Context: an optimization exercise on an open-source flow, tuned for small area and a short achievable clock period. The choices shown serve that exercise and are no tape-out recipe.
Function was checked by simulation only, so behaviour that the tests miss may differ from the original.
The flow treats the clock pin as an ideal source, which a real chip does not have.

**design/flow/flow/run.sh**
```bash
#!/bin/bash
# Own layout flow: the standard flow, except
#  - technology mapping by ABC without its blanket up-sizing (flow/abc_area.script),
#  - the smallest buffer cell on the input and output ports,
#  - timing repair aiming at a shorter period than the clock's, so that only
#    the critical paths get larger cells.
# Each tool's output goes to a log of its own in this folder.
set -euo pipefail
here=$(pwd)
margin=131
rm -rf "$here/scripts_own"
cp -r "$FLOW_HOME/scripts" "$here/scripts_own"
cp "$here/flow/abc_area.script" "$here/scripts_own/abc_area.script"
bash standard.sh SCRIPTS_DIR="$here/scripts_own" synth > "$here/synth.log" 2>&1
bash standard.sh "BUFFER_PORTS_ARGS=-buffer_cell sky130_fd_sc_hd__buf_1" \
    "SETUP_SLACK_MARGIN=$margin" "PRE_CTS_TCL=$here/flow/pre_cts.tcl" "POST_CTS_TCL=$here/flow/post_cts.tcl" finish > "$here/layout.log" 2>&1
```
**design/flow/flow/abc_area.script**
```
strash
dch
map -B 0.9
topo
stime -c
```
**design/flow/flow/post_cts.tcl**
```tcl
set_max_fanout 10000 [current_design]
```
**design/flow/flow/pre_cts.tcl**
```tcl
set_max_fanout 8 [current_design]
```
**design/flow/standard.sh**
```bash
#!/bin/bash
# synth_recipe.tcl (not shown) runs the flow's synth.tcl, then flattens the netlist and writes it again
# the make line also repeats each setting of config.mk as NAME=value (left out here)
make -C /OpenROAD-flow-scripts/flow DESIGN_CONFIG=/design/flow/config.mk WORK_HOME=/design/flow/orfs CLKGATE_MAP_FILE= SYNTH_SCRIPT=/design/flow/synth_recipe.tcl "${@:-finish}"
```
**design/flow/config.mk**
```make
export PLATFORM = sky130hd
export DESIGN_NAME = fixed_point_field_packer
export DESIGN_NICKNAME = fixed_point_field_packer
export VERILOG_FILES = /design/flow/design.v
export SDC_FILE = /design/flow/constraint.sdc
export NUM_CORES = 4
export LEC_CHECK = 0
export ABC_AREA = 1
export CAP_MARGIN = 20
export CORE_AREA = 2.3 2.72 431.02 429.76
export DIE_AREA = 0 0 433.33 433.33
export PLACE_DENSITY = 0.35
export SLEW_MARGIN = 20
export TNS_END_PERCENT = 20
```
**design/flow/constraint.sdc**
```tcl
create_clock -name core_clock -period 180.0 [get_ports {clk}]
set_input_delay 36.0000 -clock core_clock [delete_from_list [all_inputs] [get_ports {clk}]]
set_output_delay 36.0000 -clock core_clock [all_outputs]
set_load 0.01 [all_outputs]
```
**design/flow/design.v**
```verilog
module fpfp_divrows #(
    parameter HI = 25,
    parameter LO = 0
) (
    input  wire [7:0]     r_in,     
    input  wire [HI:LO]   x,        
    input  wire [7:0]     inj,      
    input  wire [6:0]     t7,       
    output reg  [7:0]     r_out,
    output reg  [HI:LO]   q
);
    reg [7:0] r, rn;
    reg [6:0] z, zn, m;
    reg       c, xb, ssel;
    integer k, i;
    always @* begin
        r = r_in;
        for (i = 0; i < 7; i = i + 1) z[i] = ~|(r_in & ((8'd2 << i) - 8'd1));
        for (k = HI; k >= LO; k = k - 1) begin
            xb = x[k];
            c  = r[7] | ((r[6] | (xb & inj[7])) & (~z[5] | (xb & ~inj[7])));
            q[k] = c;
            for (i = 0; i < 7; i = i + 1)
                m[i] = c ? (~xb & t7[i] & ((i < 2) ? 1'b1 : z[(i < 2) ? 0 : i-2]))
                         : (xb & inj[i]);
            rn[0] = m[0];
            for (i = 1; i < 7; i = i + 1) rn[i] = r[i-1] ^ m[i];
            rn[7] = c ? (r[7] & xb) : (r[6] | (xb & inj[7]));
            ssel = xb ? (c & ~r[7]) : ~c;
            if (ssel)            zn = {z[5:0], 1'b1};
            else if (xb & c)     zn = 7'h7F;
            else                 zn = ~t7;
            r = rn; z = zn;
        end
        r_out = r;
    end
endmodule
module fpfp_divconst (
    input  wire [2:0] h,
    output wire [7:0] inj,
    output wire [6:0] t7
);
    genvar i;
    generate
        for (i = 0; i < 8; i = i + 1) begin : g_inj
            assign inj[i] = (h == 3'd7 - i);
        end
        for (i = 0; i < 7; i = i + 1) begin : g_t7
            assign t7[i] = (h >= 3'd7 - i);
        end
    endgenerate
endmodule
module fpfp_frac_fin (
    input  wire        s,
    input  wire [7:0]  e,
    input  wire [23:0] M,        
    input  wire [2:0]  h,
    input  wire        sub,
    input  wire [25:0] Z,        
    input  wire        nz,       
    output wire [31:0] y
);
    wire        e_ff   = &e;
    wire        fz     = ~|M[22:0];
    wire        t_nan  = e_ff & ~fz;
    wire        t_inf  = e_ff & fz;
    wire        t_zero = ~M[23] & fz;
    wire [3:0]  eh     = {1'b0, e[2:0]} + {1'b0, h};
    wire        ovf    = (&e[7:3]) & (eh >= 4'd7);        
    wire        e1     = ~|e[7:1];
    wire [6:0]  hm    = ~(7'h7F >> h);
    wire        caseA = e1 | (|(M[22:16] & hm));
    wire [24:0] zh    = caseA ? {1'b0, Z[25:3], 1'b0} : {Z[25:3], 2'b00};
    wire [24:0] Mc    = caseA ? {1'b0, M} : {M, 1'b0};
    wire [7:0]  ebase = e1 ? 8'd0 : (e - {6'd0, ~caseA, caseA});
    wire [24:0] ym     = Mc - zh;
    wire [30:0] fr_hi  = {ebase + {6'd0, ym[24:23]}, ym[22:0]};
    wire [27:0] fr_up  = fr_hi[30:3] + 28'd1;
    wire [27:0] fr_dn  = fr_hi[30:3] - 28'd1;
    wire [4:0]  fr_lo;
    fpfp_round_fr u_rfr (.i({caseA, Z[2:0], nz, M[0], ym[2:0]}), .o(fr_lo));
    wire [30:0] fr_mag = {fr_lo[4] ? fr_dn : (fr_lo[3] ? fr_up : fr_hi[30:3]), fr_lo[2:0]};
    wire [21:0] zh_up = zh[24:3] + 22'd1;
    wire [21:0] zh_dn = zh[24:3] - 22'd1;
    wire [4:0]  df_lo;
    fpfp_round_df u_rdf (.i({caseA, Z[4:0], nz, M[0]}), .o(df_lo));
    wire [24:0] diff = {df_lo[4] ? zh_dn : (df_lo[3] ? zh_up : zh[24:3]), df_lo[2:0]};
    wire [7:0]  elim = ebase;
    wire [2:0]  sh   = ((elim[7:3] == 5'd0) && (elim[2:0] < h)) ? elim[2:0] : h;
    wire [24:0] dn   = diff << sh;
    wire [7:0]  se0  = elim - {5'd0, sh};
    wire [7:0]  se1  = se0 + 8'd1;
    wire [7:0]  se2  = se0 + 8'd2;
    wire [30:0] sub_mag = {dn[24] ? se2 : (dn[23] ? se1 : se0), dn[22:0]};
    wire        dnz  = |diff;
    reg [31:0] fr, sb;
    always @* begin
        if (t_nan)       fr = 32'h7FC00000;
        else if (t_inf)  fr = {s, 8'hFF, 23'd0};
        else if (t_zero) fr = {s, 31'd0};
        else if (ovf)    fr = {s, 8'hFF, 23'd0};
        else             fr = {s, fr_mag};
        if (t_nan | t_inf) sb = 32'h7FC00000;
        else if (t_zero)   sb = 32'd0;
        else if (ovf)      sb = {~s, 8'hFF, 23'd0};
        else               sb = {s & dnz, sub_mag};
    end
    assign y = sub ? sb : fr;
endmodule
module fpfp_round_fr (
    input  wire [8:0] i,
    output reg  [4:0] o       
);
    always @* begin
        case (i)
            9'd0: o = 5'd0;
            9'd1: o = 5'd1;
            9'd2: o = 5'd2;
            9'd3: o = 5'd3;
            9'd4: o = 5'd4;
            9'd5: o = 5'd5;
            9'd6: o = 5'd6;
            9'd7: o = 5'd7;
            9'd8: o = 5'd0;
            9'd9: o = 5'd1;
            9'd10: o = 5'd2;
            9'd11: o = 5'd3;
            9'd12: o = 5'd4;
            9'd13: o = 5'd5;
            9'd14: o = 5'd6;
            9'd15: o = 5'd7;
            9'd16: o = 5'd0;
            9'd17: o = 5'd1;
            9'd18: o = 5'd2;
            9'd19: o = 5'd3;
            9'd20: o = 5'd4;
            9'd21: o = 5'd5;
            9'd22: o = 5'd6;
            9'd23: o = 5'd7;
            9'd24: o = 5'd0;
            9'd25: o = 5'd1;
            9'd26: o = 5'd2;
            9'd27: o = 5'd3;
            9'd28: o = 5'd4;
            9'd29: o = 5'd5;
            9'd30: o = 5'd6;
            9'd31: o = 5'd7;
            9'd32: o = 5'd0;
            9'd33: o = 5'd1;
            9'd34: o = 5'd2;
            9'd35: o = 5'd3;
            9'd36: o = 5'd4;
            9'd37: o = 5'd5;
            9'd38: o = 5'd6;
            9'd39: o = 5'd7;
            9'd40: o = 5'd0;
            9'd41: o = 5'd1;
            9'd42: o = 5'd2;
            9'd43: o = 5'd3;
            9'd44: o = 5'd4;
            9'd45: o = 5'd5;
            9'd46: o = 5'd6;
            9'd47: o = 5'd7;
            9'd48: o = 5'd23;
            9'd49: o = 5'd0;
            9'd50: o = 5'd1;
            9'd51: o = 5'd2;
            9'd52: o = 5'd3;
            9'd53: o = 5'd4;
            9'd54: o = 5'd5;
            9'd55: o = 5'd6;
            9'd56: o = 5'd23;
            9'd57: o = 5'd0;
            9'd58: o = 5'd1;
            9'd59: o = 5'd2;
            9'd60: o = 5'd3;
            9'd61: o = 5'd4;
            9'd62: o = 5'd5;
            9'd63: o = 5'd6;
            9'd64: o = 5'd23;
            9'd65: o = 5'd0;
            9'd66: o = 5'd1;
            9'd67: o = 5'd2;
            9'd68: o = 5'd3;
            9'd69: o = 5'd4;
            9'd70: o = 5'd5;
            9'd71: o = 5'd6;
            9'd72: o = 5'd23;
            9'd73: o = 5'd0;
            9'd74: o = 5'd1;
            9'd75: o = 5'd2;
            9'd76: o = 5'd3;
            9'd77: o = 5'd4;
            9'd78: o = 5'd5;
            9'd79: o = 5'd6;
            9'd80: o = 5'd23;
            9'd81: o = 5'd0;
            9'd82: o = 5'd1;
            9'd83: o = 5'd2;
            9'd84: o = 5'd3;
            9'd85: o = 5'd4;
            9'd86: o = 5'd5;
            9'd87: o = 5'd6;
            9'd88: o = 5'd23;
            9'd89: o = 5'd0;
            9'd90: o = 5'd1;
            9'd91: o = 5'd2;
            9'd92: o = 5'd3;
            9'd93: o = 5'd4;
            9'd94: o = 5'd5;
            9'd95: o = 5'd6;
            9'd96: o = 5'd22;
            9'd97: o = 5'd23;
            9'd98: o = 5'd0;
            9'd99: o = 5'd1;
            9'd100: o = 5'd2;
            9'd101: o = 5'd3;
            9'd102: o = 5'd4;
            9'd103: o = 5'd5;
            9'd104: o = 5'd22;
            9'd105: o = 5'd23;
            9'd106: o = 5'd0;
            9'd107: o = 5'd1;
            9'd108: o = 5'd2;
            9'd109: o = 5'd3;
            9'd110: o = 5'd4;
            9'd111: o = 5'd5;
            9'd112: o = 5'd22;
            9'd113: o = 5'd23;
            9'd114: o = 5'd0;
            9'd115: o = 5'd1;
            9'd116: o = 5'd2;
            9'd117: o = 5'd3;
            9'd118: o = 5'd4;
            9'd119: o = 5'd5;
            9'd120: o = 5'd22;
            9'd121: o = 5'd23;
            9'd122: o = 5'd0;
            9'd123: o = 5'd1;
            9'd124: o = 5'd2;
            9'd125: o = 5'd3;
            9'd126: o = 5'd4;
            9'd127: o = 5'd5;
            9'd128: o = 5'd22;
            9'd129: o = 5'd23;
            9'd130: o = 5'd0;
            9'd131: o = 5'd1;
            9'd132: o = 5'd2;
            9'd133: o = 5'd3;
            9'd134: o = 5'd4;
            9'd135: o = 5'd5;
            9'd136: o = 5'd22;
            9'd137: o = 5'd23;
            9'd138: o = 5'd0;
            9'd139: o = 5'd1;
            9'd140: o = 5'd2;
            9'd141: o = 5'd3;
            9'd142: o = 5'd4;
            9'd143: o = 5'd5;
            9'd144: o = 5'd22;
            9'd145: o = 5'd23;
            9'd146: o = 5'd0;
            9'd147: o = 5'd1;
            9'd148: o = 5'd2;
            9'd149: o = 5'd3;
            9'd150: o = 5'd4;
            9'd151: o = 5'd5;
            9'd152: o = 5'd22;
            9'd153: o = 5'd23;
            9'd154: o = 5'd0;
            9'd155: o = 5'd1;
            9'd156: o = 5'd2;
            9'd157: o = 5'd3;
            9'd158: o = 5'd4;
            9'd159: o = 5'd5;
            9'd160: o = 5'd22;
            9'd161: o = 5'd23;
            9'd162: o = 5'd0;
            9'd163: o = 5'd1;
            9'd164: o = 5'd2;
            9'd165: o = 5'd3;
            9'd166: o = 5'd4;
            9'd167: o = 5'd5;
            9'd168: o = 5'd22;
            9'd169: o = 5'd23;
            9'd170: o = 5'd0;
            9'd171: o = 5'd1;
            9'd172: o = 5'd2;
            9'd173: o = 5'd3;
            9'd174: o = 5'd4;
            9'd175: o = 5'd5;
            9'd176: o = 5'd21;
            9'd177: o = 5'd22;
            9'd178: o = 5'd23;
            9'd179: o = 5'd0;
            9'd180: o = 5'd1;
            9'd181: o = 5'd2;
            9'd182: o = 5'd3;
            9'd183: o = 5'd4;
            9'd184: o = 5'd21;
            9'd185: o = 5'd22;
            9'd186: o = 5'd23;
            9'd187: o = 5'd0;
            9'd188: o = 5'd1;
            9'd189: o = 5'd2;
            9'd190: o = 5'd3;
            9'd191: o = 5'd4;
            9'd192: o = 5'd21;
            9'd193: o = 5'd22;
            9'd194: o = 5'd23;
            9'd195: o = 5'd0;
            9'd196: o = 5'd1;
            9'd197: o = 5'd2;
            9'd198: o = 5'd3;
            9'd199: o = 5'd4;
            9'd200: o = 5'd21;
            9'd201: o = 5'd22;
            9'd202: o = 5'd23;
            9'd203: o = 5'd0;
            9'd204: o = 5'd1;
            9'd205: o = 5'd2;
            9'd206: o = 5'd3;
            9'd207: o = 5'd4;
            9'd208: o = 5'd21;
            9'd209: o = 5'd22;
            9'd210: o = 5'd23;
            9'd211: o = 5'd0;
            9'd212: o = 5'd1;
            9'd213: o = 5'd2;
            9'd214: o = 5'd3;
            9'd215: o = 5'd4;
            9'd216: o = 5'd21;
            9'd217: o = 5'd22;
            9'd218: o = 5'd23;
            9'd219: o = 5'd0;
            9'd220: o = 5'd1;
            9'd221: o = 5'd2;
            9'd222: o = 5'd3;
            9'd223: o = 5'd4;
            9'd224: o = 5'd20;
            9'd225: o = 5'd21;
            9'd226: o = 5'd22;
            9'd227: o = 5'd23;
            9'd228: o = 5'd0;
            9'd229: o = 5'd1;
            9'd230: o = 5'd2;
            9'd231: o = 5'd3;
            9'd232: o = 5'd20;
            9'd233: o = 5'd21;
            9'd234: o = 5'd22;
            9'd235: o = 5'd23;
            9'd236: o = 5'd0;
            9'd237: o = 5'd1;
            9'd238: o = 5'd2;
            9'd239: o = 5'd3;
            9'd240: o = 5'd20;
            9'd241: o = 5'd21;
            9'd242: o = 5'd22;
            9'd243: o = 5'd23;
            9'd244: o = 5'd0;
            9'd245: o = 5'd1;
            9'd246: o = 5'd2;
            9'd247: o = 5'd3;
            9'd248: o = 5'd20;
            9'd249: o = 5'd21;
            9'd250: o = 5'd22;
            9'd251: o = 5'd23;
            9'd252: o = 5'd0;
            9'd253: o = 5'd1;
            9'd254: o = 5'd2;
            9'd255: o = 5'd3;
            9'd256: o = 5'd0;
            9'd257: o = 5'd1;
            9'd258: o = 5'd2;
            9'd259: o = 5'd3;
            9'd260: o = 5'd4;
            9'd261: o = 5'd5;
            9'd262: o = 5'd6;
            9'd263: o = 5'd7;
            9'd264: o = 5'd0;
            9'd265: o = 5'd1;
            9'd266: o = 5'd2;
            9'd267: o = 5'd3;
            9'd268: o = 5'd4;
            9'd269: o = 5'd5;
            9'd270: o = 5'd6;
            9'd271: o = 5'd7;
            9'd272: o = 5'd0;
            9'd273: o = 5'd1;
            9'd274: o = 5'd2;
            9'd275: o = 5'd3;
            9'd276: o = 5'd4;
            9'd277: o = 5'd5;
            9'd278: o = 5'd6;
            9'd279: o = 5'd7;
            9'd280: o = 5'd0;
            9'd281: o = 5'd1;
            9'd282: o = 5'd2;
            9'd283: o = 5'd3;
            9'd284: o = 5'd4;
            9'd285: o = 5'd5;
            9'd286: o = 5'd6;
            9'd287: o = 5'd7;
            9'd288: o = 5'd0;
            9'd289: o = 5'd1;
            9'd290: o = 5'd2;
            9'd291: o = 5'd3;
            9'd292: o = 5'd4;
            9'd293: o = 5'd5;
            9'd294: o = 5'd6;
            9'd295: o = 5'd7;
            9'd296: o = 5'd0;
            9'd297: o = 5'd1;
            9'd298: o = 5'd2;
            9'd299: o = 5'd3;
            9'd300: o = 5'd4;
            9'd301: o = 5'd5;
            9'd302: o = 5'd6;
            9'd303: o = 5'd7;
            9'd304: o = 5'd0;
            9'd305: o = 5'd1;
            9'd306: o = 5'd2;
            9'd307: o = 5'd3;
            9'd308: o = 5'd4;
            9'd309: o = 5'd5;
            9'd310: o = 5'd6;
            9'd311: o = 5'd7;
            9'd312: o = 5'd0;
            9'd313: o = 5'd1;
            9'd314: o = 5'd2;
            9'd315: o = 5'd3;
            9'd316: o = 5'd4;
            9'd317: o = 5'd5;
            9'd318: o = 5'd6;
            9'd319: o = 5'd7;
            9'd320: o = 5'd0;
            9'd321: o = 5'd1;
            9'd322: o = 5'd2;
            9'd323: o = 5'd3;
            9'd324: o = 5'd4;
            9'd325: o = 5'd5;
            9'd326: o = 5'd6;
            9'd327: o = 5'd7;
            9'd328: o = 5'd23;
            9'd329: o = 5'd0;
            9'd330: o = 5'd1;
            9'd331: o = 5'd2;
            9'd332: o = 5'd3;
            9'd333: o = 5'd4;
            9'd334: o = 5'd5;
            9'd335: o = 5'd6;
            9'd336: o = 5'd23;
            9'd337: o = 5'd0;
            9'd338: o = 5'd1;
            9'd339: o = 5'd2;
            9'd340: o = 5'd3;
            9'd341: o = 5'd4;
            9'd342: o = 5'd5;
            9'd343: o = 5'd6;
            9'd344: o = 5'd23;
            9'd345: o = 5'd0;
            9'd346: o = 5'd1;
            9'd347: o = 5'd2;
            9'd348: o = 5'd3;
            9'd349: o = 5'd4;
            9'd350: o = 5'd5;
            9'd351: o = 5'd6;
            9'd352: o = 5'd23;
            9'd353: o = 5'd0;
            9'd354: o = 5'd1;
            9'd355: o = 5'd2;
            9'd356: o = 5'd3;
            9'd357: o = 5'd4;
            9'd358: o = 5'd5;
            9'd359: o = 5'd6;
            9'd360: o = 5'd23;
            9'd361: o = 5'd0;
            9'd362: o = 5'd1;
            9'd363: o = 5'd2;
            9'd364: o = 5'd3;
            9'd365: o = 5'd4;
            9'd366: o = 5'd5;
            9'd367: o = 5'd6;
            9'd368: o = 5'd23;
            9'd369: o = 5'd0;
            9'd370: o = 5'd1;
            9'd371: o = 5'd2;
            9'd372: o = 5'd3;
            9'd373: o = 5'd4;
            9'd374: o = 5'd5;
            9'd375: o = 5'd6;
            9'd376: o = 5'd23;
            9'd377: o = 5'd0;
            9'd378: o = 5'd1;
            9'd379: o = 5'd2;
            9'd380: o = 5'd3;
            9'd381: o = 5'd4;
            9'd382: o = 5'd5;
            9'd383: o = 5'd6;
            9'd384: o = 5'd23;
            9'd385: o = 5'd0;
            9'd386: o = 5'd1;
            9'd387: o = 5'd2;
            9'd388: o = 5'd3;
            9'd389: o = 5'd4;
            9'd390: o = 5'd5;
            9'd391: o = 5'd6;
            9'd392: o = 5'd23;
            9'd393: o = 5'd0;
            9'd394: o = 5'd1;
            9'd395: o = 5'd2;
            9'd396: o = 5'd3;
            9'd397: o = 5'd4;
            9'd398: o = 5'd5;
            9'd399: o = 5'd6;
            9'd400: o = 5'd23;
            9'd401: o = 5'd0;
            9'd402: o = 5'd1;
            9'd403: o = 5'd2;
            9'd404: o = 5'd3;
            9'd405: o = 5'd4;
            9'd406: o = 5'd5;
            9'd407: o = 5'd6;
            9'd408: o = 5'd23;
            9'd409: o = 5'd0;
            9'd410: o = 5'd1;
            9'd411: o = 5'd2;
            9'd412: o = 5'd3;
            9'd413: o = 5'd4;
            9'd414: o = 5'd5;
            9'd415: o = 5'd6;
            9'd416: o = 5'd23;
            9'd417: o = 5'd0;
            9'd418: o = 5'd1;
            9'd419: o = 5'd2;
            9'd420: o = 5'd3;
            9'd421: o = 5'd4;
            9'd422: o = 5'd5;
            9'd423: o = 5'd6;
            9'd424: o = 5'd23;
            9'd425: o = 5'd0;
            9'd426: o = 5'd1;
            9'd427: o = 5'd2;
            9'd428: o = 5'd3;
            9'd429: o = 5'd4;
            9'd430: o = 5'd5;
            9'd431: o = 5'd6;
            9'd432: o = 5'd23;
            9'd433: o = 5'd0;
            9'd434: o = 5'd1;
            9'd435: o = 5'd2;
            9'd436: o = 5'd3;
            9'd437: o = 5'd4;
            9'd438: o = 5'd5;
            9'd439: o = 5'd6;
            9'd440: o = 5'd23;
            9'd441: o = 5'd0;
            9'd442: o = 5'd1;
            9'd443: o = 5'd2;
            9'd444: o = 5'd3;
            9'd445: o = 5'd4;
            9'd446: o = 5'd5;
            9'd447: o = 5'd6;
            9'd448: o = 5'd22;
            9'd449: o = 5'd23;
            9'd450: o = 5'd0;
            9'd451: o = 5'd1;
            9'd452: o = 5'd2;
            9'd453: o = 5'd3;
            9'd454: o = 5'd4;
            9'd455: o = 5'd5;
            9'd456: o = 5'd23;
            9'd457: o = 5'd0;
            9'd458: o = 5'd1;
            9'd459: o = 5'd2;
            9'd460: o = 5'd3;
            9'd461: o = 5'd4;
            9'd462: o = 5'd5;
            9'd463: o = 5'd6;
            9'd464: o = 5'd22;
            9'd465: o = 5'd23;
            9'd466: o = 5'd0;
            9'd467: o = 5'd1;
            9'd468: o = 5'd2;
            9'd469: o = 5'd3;
            9'd470: o = 5'd4;
            9'd471: o = 5'd5;
            9'd472: o = 5'd22;
            9'd473: o = 5'd23;
            9'd474: o = 5'd0;
            9'd475: o = 5'd1;
            9'd476: o = 5'd2;
            9'd477: o = 5'd3;
            9'd478: o = 5'd4;
            9'd479: o = 5'd5;
            9'd480: o = 5'd22;
            9'd481: o = 5'd23;
            9'd482: o = 5'd0;
            9'd483: o = 5'd1;
            9'd484: o = 5'd2;
            9'd485: o = 5'd3;
            9'd486: o = 5'd4;
            9'd487: o = 5'd5;
            9'd488: o = 5'd22;
            9'd489: o = 5'd23;
            9'd490: o = 5'd0;
            9'd491: o = 5'd1;
            9'd492: o = 5'd2;
            9'd493: o = 5'd3;
            9'd494: o = 5'd4;
            9'd495: o = 5'd5;
            9'd496: o = 5'd22;
            9'd497: o = 5'd23;
            9'd498: o = 5'd0;
            9'd499: o = 5'd1;
            9'd500: o = 5'd2;
            9'd501: o = 5'd3;
            9'd502: o = 5'd4;
            9'd503: o = 5'd5;
            9'd504: o = 5'd22;
            9'd505: o = 5'd23;
            9'd506: o = 5'd0;
            9'd507: o = 5'd1;
            9'd508: o = 5'd2;
            9'd509: o = 5'd3;
            9'd510: o = 5'd4;
            9'd511: o = 5'd5;
            default: o = 5'd0;
        endcase
    end
endmodule
module fpfp_round_df (
    input  wire [7:0] i,
    output reg  [4:0] o       
);
    always @* begin
        case (i)
            8'd0: o = 5'd0;
            8'd1: o = 5'd0;
            8'd2: o = 5'd0;
            8'd3: o = 5'd0;
            8'd4: o = 5'd0;
            8'd5: o = 5'd0;
            8'd6: o = 5'd1;
            8'd7: o = 5'd1;
            8'd8: o = 5'd1;
            8'd9: o = 5'd1;
            8'd10: o = 5'd1;
            8'd11: o = 5'd1;
            8'd12: o = 5'd2;
            8'd13: o = 5'd2;
            8'd14: o = 5'd2;
            8'd15: o = 5'd2;
            8'd16: o = 5'd2;
            8'd17: o = 5'd2;
            8'd18: o = 5'd2;
            8'd19: o = 5'd2;
            8'd20: o = 5'd2;
            8'd21: o = 5'd2;
            8'd22: o = 5'd3;
            8'd23: o = 5'd3;
            8'd24: o = 5'd3;
            8'd25: o = 5'd3;
            8'd26: o = 5'd3;
            8'd27: o = 5'd3;
            8'd28: o = 5'd4;
            8'd29: o = 5'd4;
            8'd30: o = 5'd4;
            8'd31: o = 5'd4;
            8'd32: o = 5'd4;
            8'd33: o = 5'd4;
            8'd34: o = 5'd4;
            8'd35: o = 5'd4;
            8'd36: o = 5'd4;
            8'd37: o = 5'd4;
            8'd38: o = 5'd5;
            8'd39: o = 5'd5;
            8'd40: o = 5'd5;
            8'd41: o = 5'd5;
            8'd42: o = 5'd5;
            8'd43: o = 5'd5;
            8'd44: o = 5'd6;
            8'd45: o = 5'd6;
            8'd46: o = 5'd6;
            8'd47: o = 5'd6;
            8'd48: o = 5'd6;
            8'd49: o = 5'd6;
            8'd50: o = 5'd6;
            8'd51: o = 5'd6;
            8'd52: o = 5'd6;
            8'd53: o = 5'd6;
            8'd54: o = 5'd7;
            8'd55: o = 5'd7;
            8'd56: o = 5'd7;
            8'd57: o = 5'd7;
            8'd58: o = 5'd7;
            8'd59: o = 5'd7;
            8'd60: o = 5'd8;
            8'd61: o = 5'd8;
            8'd62: o = 5'd8;
            8'd63: o = 5'd8;
            8'd64: o = 5'd0;
            8'd65: o = 5'd0;
            8'd66: o = 5'd0;
            8'd67: o = 5'd0;
            8'd68: o = 5'd0;
            8'd69: o = 5'd0;
            8'd70: o = 5'd1;
            8'd71: o = 5'd1;
            8'd72: o = 5'd1;
            8'd73: o = 5'd1;
            8'd74: o = 5'd1;
            8'd75: o = 5'd1;
            8'd76: o = 5'd2;
            8'd77: o = 5'd2;
            8'd78: o = 5'd2;
            8'd79: o = 5'd2;
            8'd80: o = 5'd2;
            8'd81: o = 5'd2;
            8'd82: o = 5'd2;
            8'd83: o = 5'd2;
            8'd84: o = 5'd2;
            8'd85: o = 5'd2;
            8'd86: o = 5'd3;
            8'd87: o = 5'd3;
            8'd88: o = 5'd3;
            8'd89: o = 5'd3;
            8'd90: o = 5'd3;
            8'd91: o = 5'd3;
            8'd92: o = 5'd4;
            8'd93: o = 5'd4;
            8'd94: o = 5'd4;
            8'd95: o = 5'd4;
            8'd96: o = 5'd4;
            8'd97: o = 5'd4;
            8'd98: o = 5'd4;
            8'd99: o = 5'd4;
            8'd100: o = 5'd4;
            8'd101: o = 5'd4;
            8'd102: o = 5'd5;
            8'd103: o = 5'd5;
            8'd104: o = 5'd5;
            8'd105: o = 5'd5;
            8'd106: o = 5'd5;
            8'd107: o = 5'd5;
            8'd108: o = 5'd6;
            8'd109: o = 5'd6;
            8'd110: o = 5'd6;
            8'd111: o = 5'd6;
            8'd112: o = 5'd6;
            8'd113: o = 5'd6;
            8'd114: o = 5'd6;
            8'd115: o = 5'd6;
            8'd116: o = 5'd6;
            8'd117: o = 5'd6;
            8'd118: o = 5'd7;
            8'd119: o = 5'd7;
            8'd120: o = 5'd7;
            8'd121: o = 5'd7;
            8'd122: o = 5'd7;
            8'd123: o = 5'd7;
            8'd124: o = 5'd8;
            8'd125: o = 5'd8;
            8'd126: o = 5'd8;
            8'd127: o = 5'd8;
            8'd128: o = 5'd0;
            8'd129: o = 5'd0;
            8'd130: o = 5'd0;
            8'd131: o = 5'd0;
            8'd132: o = 5'd0;
            8'd133: o = 5'd0;
            8'd134: o = 5'd0;
            8'd135: o = 5'd0;
            8'd136: o = 5'd0;
            8'd137: o = 5'd1;
            8'd138: o = 5'd1;
            8'd139: o = 5'd1;
            8'd140: o = 5'd1;
            8'd141: o = 5'd1;
            8'd142: o = 5'd1;
            8'd143: o = 5'd1;
            8'd144: o = 5'd1;
            8'd145: o = 5'd1;
            8'd146: o = 5'd1;
            8'd147: o = 5'd1;
            8'd148: o = 5'd1;
            8'd149: o = 5'd1;
            8'd150: o = 5'd1;
            8'd151: o = 5'd1;
            8'd152: o = 5'd2;
            8'd153: o = 5'd1;
            8'd154: o = 5'd2;
            8'd155: o = 5'd2;
            8'd156: o = 5'd2;
            8'd157: o = 5'd2;
            8'd158: o = 5'd2;
            8'd159: o = 5'd2;
            8'd160: o = 5'd2;
            8'd161: o = 5'd2;
            8'd162: o = 5'd2;
            8'd163: o = 5'd2;
            8'd164: o = 5'd2;
            8'd165: o = 5'd2;
            8'd166: o = 5'd2;
            8'd167: o = 5'd2;
            8'd168: o = 5'd2;
            8'd169: o = 5'd3;
            8'd170: o = 5'd3;
            8'd171: o = 5'd3;
            8'd172: o = 5'd3;
            8'd173: o = 5'd3;
            8'd174: o = 5'd3;
            8'd175: o = 5'd3;
            8'd176: o = 5'd3;
            8'd177: o = 5'd3;
            8'd178: o = 5'd3;
            8'd179: o = 5'd3;
            8'd180: o = 5'd3;
            8'd181: o = 5'd3;
            8'd182: o = 5'd3;
            8'd183: o = 5'd3;
            8'd184: o = 5'd4;
            8'd185: o = 5'd3;
            8'd186: o = 5'd4;
            8'd187: o = 5'd4;
            8'd188: o = 5'd4;
            8'd189: o = 5'd4;
            8'd190: o = 5'd4;
            8'd191: o = 5'd4;
            8'd192: o = 5'd4;
            8'd193: o = 5'd4;
            8'd194: o = 5'd4;
            8'd195: o = 5'd4;
            8'd196: o = 5'd4;
            8'd197: o = 5'd4;
            8'd198: o = 5'd4;
            8'd199: o = 5'd4;
            8'd200: o = 5'd4;
            8'd201: o = 5'd5;
            8'd202: o = 5'd5;
            8'd203: o = 5'd5;
            8'd204: o = 5'd5;
            8'd205: o = 5'd5;
            8'd206: o = 5'd5;
            8'd207: o = 5'd5;
            8'd208: o = 5'd5;
            8'd209: o = 5'd5;
            8'd210: o = 5'd5;
            8'd211: o = 5'd5;
            8'd212: o = 5'd5;
            8'd213: o = 5'd5;
            8'd214: o = 5'd5;
            8'd215: o = 5'd5;
            8'd216: o = 5'd6;
            8'd217: o = 5'd5;
            8'd218: o = 5'd6;
            8'd219: o = 5'd6;
            8'd220: o = 5'd6;
            8'd221: o = 5'd6;
            8'd222: o = 5'd6;
            8'd223: o = 5'd6;
            8'd224: o = 5'd6;
            8'd225: o = 5'd6;
            8'd226: o = 5'd6;
            8'd227: o = 5'd6;
            8'd228: o = 5'd6;
            8'd229: o = 5'd6;
            8'd230: o = 5'd6;
            8'd231: o = 5'd6;
            8'd232: o = 5'd6;
            8'd233: o = 5'd7;
            8'd234: o = 5'd7;
            8'd235: o = 5'd7;
            8'd236: o = 5'd7;
            8'd237: o = 5'd7;
            8'd238: o = 5'd7;
            8'd239: o = 5'd7;
            8'd240: o = 5'd7;
            8'd241: o = 5'd7;
            8'd242: o = 5'd7;
            8'd243: o = 5'd7;
            8'd244: o = 5'd7;
            8'd245: o = 5'd7;
            8'd246: o = 5'd7;
            8'd247: o = 5'd7;
            8'd248: o = 5'd8;
            8'd249: o = 5'd7;
            8'd250: o = 5'd8;
            8'd251: o = 5'd8;
            8'd252: o = 5'd8;
            8'd253: o = 5'd8;
            8'd254: o = 5'd8;
            8'd255: o = 5'd8;
            default: o = 5'd0;
        endcase
    end
endmodule
module fixed_point_field_packer #(
    parameter W_REGION = 4
) (
    input  wire                clk,
    input  wire                rst,           
    input  wire                req_valid,
    input  wire [31:0]         cmd,
    input  wire [63:0]         a,
    input  wire [63:0]         b,
    input  wire [63:0]         f_pt,
    input  wire [63:0]         f_eta,
    input  wire [63:0]         f_phi,
    input  wire [63:0]         f_hoe,
    input  wire [63:0]         f_hoeflag,
    input  wire [63:0]         f_iso,
    input  wire [63:0]         f_isoflag,
    input  wire [63:0]         f_fb,
    input  wire [63:0]         f_timing,
    input  wire [63:0]         f_shapeflag,
    input  wire [63:0]         f_brems,
    input  wire [W_REGION-1:0] f_region,
    output reg                 rsp_valid,
    output reg                 o_illegal,
    output wire [63:0]         o_word,
    output wire [W_REGION-1:0] o_region,
    output wire [64:0]         o_ival,
    output reg                 o_sign,
    output wire [63:0]         o_mag,
    output wire                o_ok,
    output wire [31:0]         o_fval,
    output wire [11:0]         d_pt,
    output wire [31:0]         d_ptfloat,
    output wire [15:0]         d_eta,
    output wire [15:0]         d_phi,
    output wire [15:0]         d_etatc,
    output wire [15:0]         d_phitc,
    output wire                d_etasign,
    output wire                d_phisign,
    output wire [6:0]          d_etamag,
    output wire [5:0]          d_phimag,
    output wire [3:0]          d_hoe,
    output wire [1:0]          d_hoeflag,
    output wire [2:0]          d_iso,
    output wire [1:0]          d_isoflag,
    output wire [5:0]          d_fb,
    output wire [4:0]          d_timing,
    output wire [1:0]          d_shapeflag,
    output wire [1:0]          d_brems,
    output wire                d_isostandalone,
    output wire                d_isoloosetrack,
    output wire                d_shapestandalone,
    output wire                d_shapeloosetrack,
    output wire [W_REGION-1:0] d_region,
    output wire [31:0]         e_hwpt,
    output wire [15:0]         e_hweta,
    output wire [15:0]         e_hwphi,
    output wire                e_isembigger,
    output wire [2:0]          e_hoecode,
    output wire [31:0]         e_hwempt
);
    localparam KDIV = 8;    
    localparam OP_EXTU  = 5'h00, OP_EXTSM = 5'h01, OP_EXTTC = 5'h02,
               OP_PACKU = 5'h03, OP_SMENC = 5'h04, OP_SMDEC = 5'h05,
               OP_ENCPF = 5'h08, OP_ENCV1 = 5'h09, OP_ENCV2 = 5'h0A,
               OP_ENCV3 = 5'h0B, OP_DECPF = 5'h0C, OP_DECV1 = 5'h0D,
               OP_DECV2 = 5'h0E, OP_DECV3 = 5'h0F, OP_CHKPF = 5'h10,
               OP_CHKV1 = 5'h11, OP_CHKV2 = 5'h12, OP_CHKV3 = 5'h13,
               OP_ZERO  = 5'h14, OP_FRAC  = 5'h18, OP_SPLIT = 5'h19,
               OP_EMUEM = 5'h1A, OP_EMUHD = 5'h1B;
    wire [4:0] op  = cmd[4:0];
    wire [5:0] off = cmd[10:5];
    wire [6:0] wid = cmd[17:11];
    wire [5:0] sbp = cmd[23:18];
    wire [7:0] rsv = cmd[31:24];
    wire [7:0] ow  = {2'b00, off} + {1'b0, wid};
    reg legal;
    always @* begin
        if (rsv != 8'd0) legal = 1'b0;
        else case (op)
            OP_EXTU, OP_PACKU:
                legal = (sbp == 6'd0) && (ow <= 8'd64);
            OP_EXTTC:
                legal = (sbp == 6'd0) && (ow <= 8'd64) && (wid != 7'd0);
            OP_EXTSM:
                legal = (ow <= 8'd64) && !((sbp >= off) && ({2'b00, sbp} < ow));
            OP_SMENC, OP_SMDEC:
                legal = (off == 6'd0) && (sbp == 6'd0) && (wid <= 7'd64);
            OP_ENCPF, OP_ENCV1, OP_ENCV2, OP_ENCV3,
            OP_DECPF, OP_DECV1, OP_DECV2, OP_DECV3,
            OP_CHKPF, OP_CHKV1, OP_CHKV2, OP_CHKV3,
            OP_ZERO, OP_FRAC, OP_SPLIT, OP_EMUEM, OP_EMUHD:
                legal = (cmd[23:5] == 19'd0);
            default:
                legal = 1'b0;
        endcase
    end
    wire is_extsm = (op == OP_EXTSM);
    wire is_exttc = (op == OP_EXTTC);
    wire is_pack  = (op == OP_PACKU);
    wire is_smenc = (op == OP_SMENC);
    wire is_smdec = (op == OP_SMDEC);
    wire is_enc   = (op[4:2] == 3'b010);
    wire is_dec   = (op[4:2] == 3'b011);
    wire is_emu   = (op[4:1] == 4'b1101);
    wire keep_a   = is_dec | (op[4] & (op[3:2] != 2'b01));    
    wire [7:0]  mn    = is_pack ? {1'b0, wid} : (keep_a ? 8'd64 : ow);
    wire       m_all = |mn[7:6];
    reg [7:0]  m_hi, m_heq, m_lo;
    reg [63:0] mask;
    integer t;
    always @* begin
        for (t = 0; t < 8; t = t + 1) begin
            m_hi[t]  = m_all | (mn[5:3] > t[2:0]);
            m_heq[t] = ~m_all & (mn[5:3] == t[2:0]);
            m_lo[t]  = mn[2:0] > t[2:0];
        end
        for (t = 0; t < 64; t = t + 1)
            mask[t] = m_hi[t/8] | (m_heq[t/8] & m_lo[t%8]);
    end
    wire [63:0] am    = a & mask;
    wire [5:0]  bidx  = is_extsm ? sbp : (ow[5:0] - 6'd1);
    wire        bsel  = a[bidx];                    
    wire        inv   = is_extsm ? ~bsel :
                        is_smdec ? ~b[0] :
                        is_smenc ? (a[63] & (|am)) : 1'b0;
    wire        fill  = is_exttc ? bsel : (inv & ~is_smenc);
    wire        inc   = inv;
    wire        eta_pos = !f_eta[63] && (f_eta != 64'd0);
    wire [6:0]  eta_abs = f_eta[63] ? (7'd0 - f_eta[6:0]) : f_eta[6:0];
    wire        phi_pos = !f_phi[63] && (f_phi != 64'd0);
    wire [5:0]  phi_abs = f_phi[63] ? (6'd0 - f_phi[5:0]) : f_phi[5:0];
    wire [63:0] enc_pf = {34'd0, f_hoe[3:0], f_phi[6:0], f_eta[6:0], f_pt[11:0]};
    wire [63:0] enc_v1 = {12'd0, f_brems[1:0], f_shapeflag[1:0], f_timing[4:0],
                          f_fb[5:0], f_isoflag[1:0], f_iso[2:0], f_hoeflag[1:0],
                          f_hoe[3:0], f_phi[6:0], f_eta[6:0], f_pt[11:0]};
    wire [63:0] enc_v3 = {11'd0, f_brems[1:0], f_shapeflag[1:0], f_timing[4:0],
                          f_fb[5:0], f_isoflag[1:0], f_iso[2:0], f_hoeflag[1:0],
                          f_hoe[3:0], phi_pos, phi_abs, eta_pos, eta_abs,
                          f_pt[11:0]};
    wire [63:0] enc_w  = (op[1:0] == 2'b00) ? enc_pf :
                         (op[1:0] == 2'b11) ? enc_v3 : enc_v1;
    reg [63:0] pre;
    integer i;
    always @* begin
        for (i = 0; i < 64; i = i + 1) begin
            if (is_enc)       pre[i] = enc_w[63-i];
            else if (is_pack) pre[i] = am[63-i];
            else              pre[i] = mask[i] ? (a[i] ^ inv) : fill;
        end
    end
    wire [127:0] shx = {{64{fill}}, pre} >> off;
    reg [3:0]  pmsb;
    integer j;
    always @* begin
        pmsb = 4'd0;
        for (j = 0; j < 12; j = j + 1)
            if (a[j]) pmsb = j[3:0];
    end
    wire [11:0] pnrm = a[11:0] << (4'd11 - pmsb);
    wire [63:0] a_in = {(is_dec | is_emu) ? pnrm[10:0] : shx[63:53], shx[52:0]};
    wire [2:0]  fh   = op[1] ? a[30:28] : (op[0] ? b[3:1] : b[2:0]);
    wire        fsub = op[1] ? ~a[27] : (op[0] & ~b[0]);
    wire [23:0] fm   = op[1] ? {|a[11:0], pnrm[10:0], 12'd0} : {|a[30:23], a[22:0]};
    wire [7:0]  inj_p;
    wire [6:0]  t7_p;
    fpfp_divconst u_dc_p (.h(fh), .inj(inj_p), .t7(t7_p));
    wire [7:0]  r_p;
    wire [25:KDIV] q_p;
    wire [25:0] x_p = {fm, 2'b00};
    fpfp_divrows #(.HI(25), .LO(KDIV)) u_rows_p (
        .r_in(8'd0), .x(x_p[25:KDIV]), .inj(inj_p), .t7(t7_p),
        .r_out(r_p), .q(q_p)
    );
    reg [63:0]     A;
    reg            r_fill, r_inc;
    reg [1:0]      r_op;
    reg [W_REGION-1:0] r_region;
    reg [2:0]      r_h;
    reg            r_sub;
    reg [7:0]      r_rem;
    reg [25:KDIV]  r_q;
    always @(posedge clk) begin
        if (rst) rsp_valid <= 1'b0;
        else     rsp_valid <= req_valid;
    end
    always @(posedge clk) begin
        o_illegal <= !legal;
        o_sign    <= !a[63] && (a != 64'd0);
        A         <= a_in;
        r_fill    <= fill;
        r_inc     <= inc;
        r_op      <= op[1:0];
        r_region  <= f_region;
        r_h       <= fh;
        r_sub     <= fsub;
        r_rem     <= r_p;
        r_q       <= q_p;
    end
    genvar g;
    generate
        for (g = 0; g < 64; g = g + 1) begin : g_rev
            assign o_word[g] = A[63-g];
        end
    endgenerate
    reg [7:0]  byte_ones;
    reg [8:0]  byte_c;
    reg [64:0] ival;
    reg        run;
    integer u, v;
    always @* begin
        for (u = 0; u < 8; u = u + 1) byte_ones[u] = &A[8*u +: 8];
        byte_c[0] = r_inc;
        for (u = 0; u < 8; u = u + 1) byte_c[u+1] = byte_c[u] & byte_ones[u];
        for (u = 0; u < 8; u = u + 1) begin
            run = byte_c[u];
            for (v = 0; v < 8; v = v + 1) begin
                ival[8*u+v] = A[8*u+v] ^ run;
                run = run & A[8*u+v];
            end
        end
        ival[64] = r_fill ^ byte_c[8];
    end
    assign o_ival   = ival;
    assign o_mag    = o_ival[63:0];
    assign o_region = r_region;
    assign d_region = r_region;
    wire r_v3 = (r_op == 2'b11);
    wire r_v2 = (r_op == 2'b10);
    wire r_pf = (r_op == 2'b00);
    assign o_ok = (A[63:52] == 12'd0) && (!r_pf || (A[51:31] == 21'd0));
    reg [3:0] qmsb;
    integer m;
    always @* begin
        qmsb = 4'd0;
        for (m = 0; m < 12; m = m + 1)
            if (A[m]) qmsb = m[3:0];
    end
    wire        pt_nz  = |A[11:0];
    wire [7:0]  pt_exp = pt_nz ? (8'd126 + {4'd0, qmsb}) : 8'd0;
    wire [31:0] ptf    = {1'b0, pt_exp, A[63:53], 12'd0};
    wire [6:0]  eta_m  = A[18:12];
    wire [5:0]  phi_m  = A[25:20];
    wire [15:0] v3_eta = A[19] ? {9'd0, eta_m} : (16'd0 - {9'd0, eta_m});
    wire [15:0] v3_phi = A[26] ? {10'd0, phi_m} : (16'd0 - {10'd0, phi_m});
    assign d_pt      = A[11:0];
    assign d_ptfloat = ptf;
    assign d_eta     = r_v3 ? v3_eta :
                       r_v2 ? {8'd0, A[19:12]} : {9'd0, A[18:12]};
    assign d_phi     = r_v3 ? v3_phi :
                       r_pf ? {{9{A[25]}}, A[25:19]} : {9'd0, A[25:19]};
    assign d_etatc   = r_v2 ? {{8{A[19]}}, A[19:12]} : {{9{A[18]}}, A[18:12]};
    assign d_phitc   = {{9{A[25]}}, A[25:19]};
    assign d_etasign = A[19];
    assign d_phisign = A[26];
    assign d_etamag  = A[18:12];
    assign d_phimag  = A[25:20];
    assign d_hoe       = r_v3 ? A[30:27] : A[29:26];
    assign d_hoeflag   = r_v3 ? A[32:31] : A[31:30];
    assign d_iso       = r_v3 ? A[35:33] : A[34:32];
    assign d_isoflag   = r_v3 ? A[37:36] : A[36:35];
    assign d_fb        = r_v3 ? A[43:38] : A[42:37];
    assign d_timing    = r_v3 ? A[48:44] : A[47:43];
    assign d_shapeflag = r_v3 ? A[50:49] : A[49:48];
    assign d_brems     = r_v3 ? A[52:51] : A[51:50];
    assign d_isostandalone   = d_isoflag[0];
    assign d_isoloosetrack   = d_isoflag[1];
    assign d_shapestandalone = d_shapeflag[0];
    assign d_shapeloosetrack = d_shapeflag[1];
    assign e_hwpt       = ptf;
    assign e_hweta      = {v3_eta[13:0], 2'b00};
    assign e_hwphi      = {v3_phi[13:0], 2'b00};
    assign e_isembigger = A[27];
    assign e_hoecode    = A[30:28];
    wire        f_emu = r_op[1];
    wire [23:0] fm_q  = f_emu ? {pt_nz, A[63:53], 12'd0} : {|A[30:23], A[22:0]};
    wire [7:0]  fe_q  = f_emu ? pt_exp : A[30:23];
    wire        fs_q  = ~f_emu & A[31];
    wire [7:0]  inj_q;
    wire [6:0]  t7_q;
    fpfp_divconst u_dc_q (.h(r_h), .inj(inj_q), .t7(t7_q));
    wire [7:0]  r_f;
    wire [25:0] zq;
    wire [25:0] x_q = {fm_q, 2'b00};
    fpfp_divrows #(.HI(KDIV-1), .LO(0)) u_rows_q (
        .r_in(r_rem), .x(x_q[KDIV-1:0]), .inj(inj_q), .t7(t7_q),
        .r_out(r_f), .q(zq[KDIV-1:0])
    );
    assign zq[25:KDIV] = r_q;
    wire [31:0] fr_y;
    fpfp_frac_fin u_fin (
        .s(fs_q), .e(fe_q), .M(fm_q), .h(r_h), .sub(r_sub),
        .Z(zq), .nz(|r_f), .y(fr_y)
    );
    assign o_fval   = fr_y;
    assign e_hwempt = fr_y;
endmodule
```
==> results of run 1 <==
cells in the final DEF, fill, tap and decap left out, types with 11 or more instances in the layout:
master / synthesis / routed
nor3_1: 78 / 73
nand3_2: 0 / 13
or2_2: 23 / 23
o311ai_0: 15 / 15
diode_2: 0 / 29
ha_1: 126 / 126
o211ai_1: 64 / 64
buf_1: 0 / 718
clkbuf_16: 0 / 17
o32ai_1: 26 / 26
clkinv_1: 600 / 569
o221ai_1: 13 / 12
o21ai_1: 0 / 22
o21ai_0: 774 / 742
a22oi_1: 33 / 33
nor2_1: 389 / 372
nand2_1: 1422 / 1356
nand2_2: 0 / 43
a31oi_1: 22 / 22
conb_1: 1 / 31
xor2_1: 148 / 145
nand4_1: 75 / 75
dfxtp_1: 105 / 102
nand3b_1: 11 / 11
nand2_4: 0 / 23
a21oi_1: 215 / 213
nor4_1: 64 / 61
buf_4: 258 / 190
mux2i_1: 27 / 27
o31ai_1: 18 / 18
o22ai_1: 51 / 50
nand3_1: 309 / 294
xnor2_1: 41 / 41
metrics by stage:
step	util
finish	0.186
global route	0.186
detailed placement	0.177
global placement	0.177
floorplan	-
worst max-delay path, delay by kind of cell, from the launching register on:
family / cells / cell delay [ns]
AOI/OAI and AO/OA: 17 / 2.39
DFF: 1 / 0.31
and+or+nand+nor: 46 / 6.43
xor gates and xnor gates: 3 / 0.58
buffers and inverters: 14 / 1.75
sequential cells by signal (all words and copies together), names as in the netlist:
signal	count
A	64
o_illegal	1
o_sign	1
r_fill	1
r_h	3
r_inc	1
r_op	2
r_q	18
r_region	4
r_rem	8
r_sub	1
rsp_valid	1
synthesized netlist by cell type, drive strengths merged, types with 51 or more instances:
| cell | instances | area [um^2] |
|---|---|---|
| xor2 | 148 | 1300 |
| buf | 258 | 1940 |
| nor2 | 389 | 1460 |
| clkinv | 600 | 2250 |
| nand2 | 1422 | 5340 |
| nor4 | 64 | 400 |
| a21oi | 215 | 1080 |
| nor3 | 78 | 390 |
| o22ai | 51 | 319 |
| o21ai | 774 | 3870 |
| ha | 126 | 1580 |
| nand4 | 75 | 469 |
| o211ai | 64 | 480 |
| dfxtp | 105 | 2100 |
| nand3 | 309 | 1550 |
cell type report:
cell class | instances | area (um^2) | area share
sequential | 105 | 2110 | 0.0618
tap | 2464 | 3080 | 0.0904
timing repair buffer | 927 | 4270 | 0.125
clock buffer | 24 | 452 | 0.0132
inverter | 600 | 2330 | 0.0682
multi-input combinational | 4082 | 21800 | 0.639
antenna | 29 | 72.6 | 0.00213
worst min-delay path by stage:
stage	depth (start not counted)	endpoint	start	slack, ns
2_1_floorplan	0	r_op[0]$_DFF_P_	cmd[0]	36.03
3_3_place_gp	1	r_region[0]$_DFF_P_	f_region[0]	36.10
3_5_place_dp	1	r_region[0]$_DFF_P_	f_region[0]	36.10
5_1_grt	1	r_region[2]$_DFF_P_	f_region[2]	35.62
6_report	1	r_region[0]$_DFF_P_	f_region[0]	35.62
metal layers:
metal  part of all wire  wire (um)  vias to the layer above
li1                   -          -                    18394
met1               0.39      77100                    17760
met2               0.48      95400                     1606
met3              0.054      10700                      324
met4              0.083      16500                       13
met5             0.0011        210                        -
cells by family after synthesis:
logic type / Yosys count / share of synthesized area
and+or+nand+nor: 2389 / 0.365
AOI/OAI and AO/OA: 1313 / 0.273
buffers and inverters: 858 / 0.153
xor gates and xnor gates: 189 / 0.0606
adders and majority gates: 132 / 0.0621
DFF: 105 / 0.0769
muxes: 27 / 0.00989
other: 1 / 0.000137
==> summary.txt, run 1 <==
Place
  – Number of I/O port buffers: 732
  – Dpl ws: 126.48 ns
  – DP Cell Count: 8,125
  – Post-DP HPWL: 167,000 um
  – Placed inst area: 32,500 um^2
  – Placer congestion estimate: 0.952

Critical path
  – CP max FO: 14
  – Slowest stage delay, CP: 0.31 ns
  – Critical path class: reg -> out
  – CP startpoint: r_h[2]$_DFF_P_
  – Crit path to: e_hwempt[27]
  – Most common cell on crit path: nand2_1
  – Slowest stage cell on the critical path: dfxtp_1
  – Critical path required time: 144.00 ns
  – CP Capture Type: output port
  – Startpoint Class: register
  – Crit path arrival time: 11.99 ns

Run
  – MaxCap Viol Count: 0

GRT
  – Global route hottest layer: met2
  – All-layer global routing usage: 0.203
  – Vias in the first global route: 34,562
  – Total congestion overflow: 0
  – Grt met1 use: 0.232
  – Met2 Use GR: 0.338
  – Routing usage on met3: 0.0290
  – Pin count of the biggest net entering global routing: 85
  – First-pass GRT wire length: 269,000 um
  – Initial antenna violation count: 50

STA
  – Hold slack: 35.62 ns
  – Setup slack after layout: 132.01 ns
  – Slew Limit Fails: 0
  – Sum Neg Setup Slack: 0 ns
  – Setup violations, final: 0
  – Slew @ Worst Pin: 1.22 ns
  – Final Cycle Share: 0.267
  – RSZ-0062 raised after global routing: true
  – Max Fclk: 20.8 MHz
  – Min Tclk post-route: 47.99 ns
  – Slew headroom: 0.178
  – Endpoints failing hold: 0

Floorplan
  – Die span in x: 433 um
  – Initial Util: 0.149
  – Core area: 183,000 um^2
  – IO Count: 1,361
  – Die area: 188,000 um^2
  – Die Y: 433 um
  – Num rows: 157

Logic synthesis
  – Number of synthesized register bits: 105
  – Synth warnings: 6
  – Post-Syn Area: 27,300 um^2
  – Synthesized instance count: 5,014
  – Fraction of registers with async set or reset after synthesis: 0
  – Synth Flop Type: dfxtp_1
  – Synthesized area per cell: 5.45 um^2
  – Post-synth EDFFs: 0
  – Register area share after synthesis: 0.0769
  – Synth unique cells: 48

Drt
  – Post-DR vias/cell: 4.63
  – Vias: 38,097
  – Post-detailed-route wirelength per cell: 24.3 um
  – Antenna-violating nets left: 0
  – Remaining DRCs: 0
  – Drt pass-1 iters: 6
  – Final WL: 200,000 um
  – Starting DRT DRC Count: 3,219

Hold path
  – Hold Path Class: in -> reg

Clock tree
  – CTS tree: done
  – Clock slew at reported path FFs: 0.06 ns
  – CTS Sinks: 105

Status
  – Outcome: timing/DRC/antenna clean

Layout
  – Non-filler cells, final: 8,231
  – Post-route cell area: 34,100 um^2
  – Area grow syn2layout: 24.8%
  – NumNets Final: 6,736
  – Share of cells above drive strength 1: 0.0772
  – # fillers: 21,800
==> inputs of run 2 (changes only) <==
--- a/design/flow/flow/run.sh
+++ b/design/flow/flow/run.sh
@@ -7,7 +7,7 @@
 # Each tool's output goes to a log of its own in this folder.
 set -euo pipefail
 here=$(pwd)
-margin=131
+margin=130
 rm -rf "$here/scripts_own"
 cp -r "$FLOW_HOME/scripts" "$here/scripts_own"
 cp "$here/flow/abc_area.script" "$here/scripts_own/abc_area.script"
--- a/design/flow/config.mk
+++ b/design/flow/config.mk
@@ -9,6 +9,6 @@
 export CAP_MARGIN = 20
 export CORE_AREA = 2.3 2.72 431.02 429.76
 export DIE_AREA = 0 0 433.33 433.33
-export PLACE_DENSITY = 0.35
+export PLACE_DENSITY = 0.5
 export SLEW_MARGIN = 20
 export TNS_END_PERCENT = 20
==> summary.txt, run 2 <==
STA
  – Slew Limit Fails: 0 (unchanged)
  – RSZ-0062 raised after global routing: true
  – Setup violations, final: 0 (unchanged)
  – Slew headroom: 0.173 (-0.00486)
  – Endpoints failing hold: 0 (unchanged)
  – Slew @ Worst Pin: 1.24 ns (+0.0138 ns)
  – Max Fclk: 20.4 MHz (-1.9%)
  – Final Cycle Share: 0.272 (+0.00522)
  – Sum Neg Setup Slack: 0 ns (unchanged)
  – Min Tclk post-route: 48.93 ns (+0.940 ns)
  – Hold slack: 35.62 ns (-0.00330 ns)

Floorplan
  – Num rows: 157 (unchanged)
  – Core area: 183,000 um^2 (unchanged)
  – Initial Util: 0.149 (unchanged)
  – IO Count: 1,361 (unchanged)
  – Die Y: 433 um (unchanged)
  – Die area: 188,000 um^2 (unchanged)
  – Die span in x: 433 um (unchanged)

Critical path
  – Slowest stage delay, CP: 0.40 ns (+0.09 ns)
  – Crit path depth: 93 (+16%)
  – CP Capture Type: register
  – Slowest stage cell on the critical path: clkinv_1
  – CP max FO: 34 (+20)
  – Startpoint Class: input pin
  – Critical path required time: 180.33 ns (+36.33 ns)
  – CP startpoint: cmd[1]
  – Crit path to: r_rem[0]$_DFF_P_
  – Critical path class: in -> reg
  – Worst path bufs/invs: 8 (-6)
  – Critical path's top delay family: simple AND/OR/NAND/NOR gates
  – Most common cell on crit path: nand2_1
  – Crit path arrival time: 49.26 ns (+37.27 ns)

Logic synthesis
  – Synth top area share: 0.195 (unchanged)
  – Register area share after synthesis: 0.0769 (unchanged)
  – Synth unique cells: 48 (unchanged)
  – Synth Flop Type: dfxtp_1
  – Synthesized area per cell: 5.45 um^2 (unchanged)
  – Post-Syn Area: 27,300 um^2 (unchanged)
  – Largest area contributor in the netlist: nand2_1
  – Top cells by instance count after synthesis: nand2_1, o21ai_0, clkinv_1
  – Post-synthesis mux area share: 0.00989 (unchanged)
  – Synthesized instance count: 5,014 (unchanged)
  – Synth Area in Compound Gates: 0.273 (unchanged)
  – Post-synth EDFFs: 0 (unchanged)
  – Top post-synthesis cells by area: nand2_1, o21ai_0, clkinv_1
  – Adder-cell share of the synthesized area: 0.0621 (unchanged)
  – Number of synthesized register bits: 105 (unchanged)
  – Largest family of logic cells by synthesized area: simple AND/OR/NAND/NOR gates
  – Fraction of registers with async set or reset after synthesis: 0 (unchanged)
  – Most common cell in the netlist: nand2_1
  – Synth warnings: 6 (unchanged)
  – Post-synthesis xor/xnor area fraction: 0.0606 (unchanged)
  – Fraction of the mapped netlist area in simple logic gates: 0.365 (unchanged)

Clock tree
  – Clock slew at reported path FFs: 0.07 ns (about the same)
  – CTS tree: done
  – CTS Sinks: 105 (unchanged)

Drt
  – Post-detailed-route wirelength per cell: 25.3 um (+4.0%)
  – Vias: 38,836 (+1.9%)
  – Final WL: 207,000 um (+3.5%)
  – Remaining DRCs: 0 (unchanged)
  – Drt pass-1 iters: 8 (+2)
  – Antenna-violating nets left: 0 (unchanged)
  – Post-DR vias/cell: 4.74 (+2.5%)
  – Starting DRT DRC Count: 3,822 (+19%)

Status
  – Outcome: timing/DRC/antenna clean

Layout
  – Most frequent cells in the layout: nand2_1, o21ai_0, buf_1
  – Biggest register: A
  – Area grow syn2layout: 22.4%
  – Share of cells above drive strength 1: 0.0602 (-0.0170)
  – Max FFs per register: 64 (unchanged)
  – Post-route cell area: 33,500 um^2 (-1.9%)
  – Biggest registers after layout: A x64, r_q x18, r_rem x8
  – Fin util: 0.183 (-0.00355)
  – NumNets Final: 6,698 (-0.56%)
  – Leading cell type in the layout, fill and taps excluded: nand2_1

Hold path
  – Hold Path Class: in -> reg

GRT
  – All-layer global routing usage: 0.210 (+0.00750)
  – Pin count of the biggest net entering global routing: 85 (unchanged)
  – Total congestion overflow: 0 (unchanged)
  – First-pass GRT wire length: 278,000 um (+3.3%)
  – Initial antenna violation count: 56 (+12%)
  – Vias in the first global route: 35,302 (+2.1%)

Place
  – Placed inst area: 32,300 um^2 (-0.42%)
  – Placer congestion estimate: 0.994 (+4.4%)
  – Post-DP HPWL: 174,000 um (+4.1%)
  – Number of I/O port buffers: 732 (unchanged)

Run
  – MaxCap Viol Count: 0 (unchanged)
==> run 2: cell counts after synthesis <==
No cell type changed its count.
==> run 2: how the worst min path moves through the flow <==
stage / depth (start not counted) / to / start / slack (ns)
6_report: 1 / r_region[2]$_DFF_P_ / f_region[2] / 35.62
3_5_place_dp: 1 / r_region[2]$_DFF_P_ / f_region[2] / 36.09
2_1_floorplan: 0 / r_op[0]$_DFF_P_ / cmd[0] / 36.03
5_1_grt: 1 / r_region[2]$_DFF_P_ / f_region[2] / 35.60
3_3_place_gp: 1 / r_region[2]$_DFF_P_ / f_region[2] / 36.10
==> run 2: layout make-up <==
type                    instances  area, um^2
fillers                     21676      150000
multi-input cells            4082       21500
repair buffers                889        3970
well taps                    2464        3080
inverters                     600        2300
flip-flops and latches        105        2110
clock buffers                  24         452
diodes                         25        62.6
==> run 2: cell families after synthesis <==
| family | count (synthesis) |
|---|---|
| other | 1 |
| AO/OA/AOI/OAI | 1313 |
| buffers and inverters | 858 |
| adder cells (fa/ha/maj) | 132 |
| AND/OR/NAND/NOR | 2389 |
| multiplexers | 27 |
| flip-flops | 105 |
| XOR/XNOR | 189 |
==> run 2: metal layers <==
metal  wire [um]  track usage  up-vias  share of wire
li1            -            -    18288              -
met1       74000        0.225    18198           0.36
met2       97300        0.349     1905           0.47
met3       15600       0.0497      437          0.075
met4       19700        0.178        8          0.095
met5         247      0.00807        -         0.0012
==> run 2: metrics by stage <==
stage	setup slack (ns)	std cells
2_1_floorplan	131.10	5044
3_3_place_gp	126.39	8108
3_5_place_dp	126.41	8108
5_1_grt	129.91	8183
6_report	131.07	8189
==> inputs of run 3 (changes only) <==
--- a/design/flow/design.v
+++ b/design/flow/design.v
@@ -955,7 +955,7 @@
     output wire [2:0]          e_hoecode,
     output wire [31:0]         e_hwempt
 );
-    localparam KDIV = 8;    
+    localparam KDIV = 9;    
     localparam OP_EXTU  = 5'h00, OP_EXTSM = 5'h01, OP_EXTTC = 5'h02,
                OP_PACKU = 5'h03, OP_SMENC = 5'h04, OP_SMDEC = 5'h05,
                OP_ENCPF = 5'h08, OP_ENCV1 = 5'h09, OP_ENCV2 = 5'h0A,
--- a/design/flow/config.mk
+++ b/design/flow/config.mk
@@ -9,6 +9,6 @@
 export CAP_MARGIN = 20
 export CORE_AREA = 2.3 2.72 431.02 429.76
 export DIE_AREA = 0 0 433.33 433.33
-export PLACE_DENSITY = 0.5
+export PLACE_DENSITY = 0.35
 export SLEW_MARGIN = 20
 export TNS_END_PERCENT = 20
==> summary.txt, run 3 <==
Logic synthesis
  – Synth Area in Compound Gates: 0.265 (-0.00762)
  – Largest area contributor in the netlist: nand2_1
  – Synth Flop Type: dfxtp_1
  – Register area share after synthesis: 0.0749 (-0.00203)
  – Post-synthesis mux area share: 0.00936 (-0.000529)
  – Synth top area share: 0.193 (-0.00238)
  – Adder-cell share of the synthesized area: 0.0610 (-0.00106)
  – Fraction of the mapped netlist area in simple logic gates: 0.375 (+0.0104)
  – Synth warnings: 6 (unchanged)
  – Post-Syn Area: 27,800 um^2 (+1.7%)
  – Synth unique cells: 48 (unchanged)
  – Post-synthesis xor/xnor area fraction: 0.0642 (+0.00369)
  – Post-synth EDFFs: 0 (unchanged)
  – Fraction of registers with async set or reset after synthesis: 0 (unchanged)
  – Largest family of logic cells by synthesized area: simple AND/OR/NAND/NOR gates
  – Top post-synthesis cells by area: nand2_1, o21ai_0, clkinv_1
  – Number of synthesized register bits: 104 (-0.95%)

Floorplan
  – IO Count: 1,361 (unchanged)
  – Num rows: 157 (unchanged)
  – Initial Util: 0.152 (+0.00259)
  – Die Y: 433 um (unchanged)
  – Die span in x: 433 um (unchanged)
  – Die area: 188,000 um^2 (unchanged)

STA
  – Max Fclk: 20.5 MHz (about the same)
  – Slew headroom: 0.229 (+0.0555)
  – Sum Neg Setup Slack: 0 ns (unchanged)
  – Min Tclk post-route: 48.89 ns (-0.0450 ns)
  – Slew @ Worst Pin: 1.15 ns (-0.0859 ns)
  – Endpoints failing hold: 0 (unchanged)
  – Slew Limit Fails: 0 (unchanged)
  – RSZ-0062 raised after global routing: true

GRT
  – Vias in the first global route: 35,287 (-0.042%)
  – Initial antenna violation count: 48 (-14%)
  – Total congestion overflow: 0 (unchanged)
  – Pin count of the biggest net entering global routing: 81 (-4.7%)

Layout
  – Post-route cell area: 34,100 um^2 (+1.9%)
  – Multi-input logic area: 22,000 um^2 (+2.6%)
  – Leading cell type in the layout, fill and taps excluded: nand2_1
  – Biggest registers after layout: A x64, r_q x17, r_rem x8
  – # fillers: 21,849 (+0.80%)
  – Most frequent cells in the layout: nand2_1, o21ai_0, buf_1
  – Biggest register: A
  – Area grow syn2layout: 22.5%
  – Share of cells above drive strength 1: 0.0591 (-0.00105)

Critical path
  – Critical path class: reg -> out
  – Most common cell on crit path: nand2_1
  – CP Capture Type: output port
  – Slowest stage cell on the critical path: dfxtp_4
  – Crit path arrival time: 12.89 ns (-36.37 ns)
  – CP max FO: 14 (-59%)
  – Critical path required time: 144.00 ns (-36.33 ns)
  – Slowest stage delay, CP: 0.45 ns (+0.05 ns)

Place
  – Post-DP HPWL: 169,000 um (-2.6%)
  – Placer congestion estimate: 0.962 (-3.2%)
  – Number of I/O port buffers: 732 (unchanged)

Drt
  – Post-detailed-route wirelength per cell: 24.3 um (-3.8%)
  – Post-DR vias/cell: 4.68 (-1.4%)
  – Starting DRT DRC Count: 3,357 (-12%)
  – Vias: 38,817 (-0.049%)
  – Drt pass-1 iters: 6 (-2)
  – Final WL: 202,000 um (-2.5%)
  – Antenna-violating nets left: 0 (unchanged)
  – Remaining DRCs: 0 (unchanged)

Clock tree
  – Clock slew at reported path FFs: 0.07 ns (about the same)

Status
  – Outcome: timing/DRC/antenna clean

Run
  – MaxCap Viol Count: 0 (unchanged)

Hold path
  – Hold Path Class: in -> reg
## run 3: kinds of logic (layout without fill, tap and decap cells)
logic type / after synthesis / in the layout
xor+xnor: 204 / 204
fa+ha+maj: 132 / 132
simple gates: 2497 / 2499
other cells: 1 / 52
buf+inv: 856 / 1526
compound gates: 1296 / 1296
flops: 104 / 104
mux: 26 / 26
## run 3: cell type report
class / count / share of cell area
sequential: 104 / 0.0612
antenna: 21 / 0.00154
clock buffer: 25 / 0.0134
multi-input combinational: 4188 / 0.647
timing repair buffer: 903 / 0.119
inverter: 598 / 0.0670
tap: 2464 / 0.0905
## run 3: path summary, 6_finish.rpt
| check | slack [ns] | startpoint | endpoint |
|---|---|---|---|
| min | 35.65 | f_region[0] | r_region[0]$_DFF_P_ |
| max | 131.11 | r_h[0]$_DFF_P_ | o_fval[30] |
## run 3: routing by layer
metal / wire length (um) / vias to the layer above / share of wire / global-route usage
li1: - / 18706 / - / -
met1: 80300 / 18125 / 0.40 / 0.245
met2: 95400 / 1648 / 0.47 / 0.347
met3: 10800 / 332 / 0.053 / 0.0223
met4: 15000 / 6 / 0.075 / 0.133
met5: 174 / - / 0.00086 / 0.00572
## run 3: metrics by stage
stage / utilization / hold slack (ns) / worst slack (ns) / instances
global route: 0.186 / 35.64 / 129.86 / 8299
detailed placement: 0.180 / 36.09 / 125.81 / 8229
finish: 0.186 / 35.65 / 131.11 / 8303
global placement: 0.180 / 36.09 / 125.75 / 8229
floorplan: - / 36.03 / 130.04 / 5146
## run 3: critical path, delay by kind of cell (launching register included)
family          cells  cell delay, ns
simple gates       45            5.43
buf+inv            17            2.50
compound gates     14            2.31
fa+ha+maj           3            1.15
xor+xnor            2            0.55
flops               1            0.45

[separate check: timing with driven ports]
In the flow no input, the clock included, has a driving cell. The finished layouts below were timed again as built, in two steps.
Step 1 assumes that a clkbuf_16 drives the clock port and a buf_2 every other input.
Step 2 adds t to the input delays and takes it off the output delays; t is the mean of the earliest and latest rising clock arrival at the registers after step 1. Input paths then give back, and output paths get back, about the clock's delay inside the block.
a / b / c = no drivers / after step 1 / after step 2; a / b = the first two.
| run | shift t [ns] | setup slack, ns | latest minus earliest clock arrival (ns) |
|---|---|---|---|
| run 1 | 0.542 | 132.008 / 131.936 / 131.610 | 0.044 / 0.044 |
| run 2 | 0.521 | 131.068 / 131.092 / 130.571 | 0.040 / 0.040 |
| run 3 | 0.511 | 131.113 / 131.042 / 130.937 | 0.036 / 0.036 |
After both steps setup and hold are still met in every run listed. The setup slack of run 2, which loses most, moves by +0.024 ns with the drivers and by -0.497 ns with both steps.
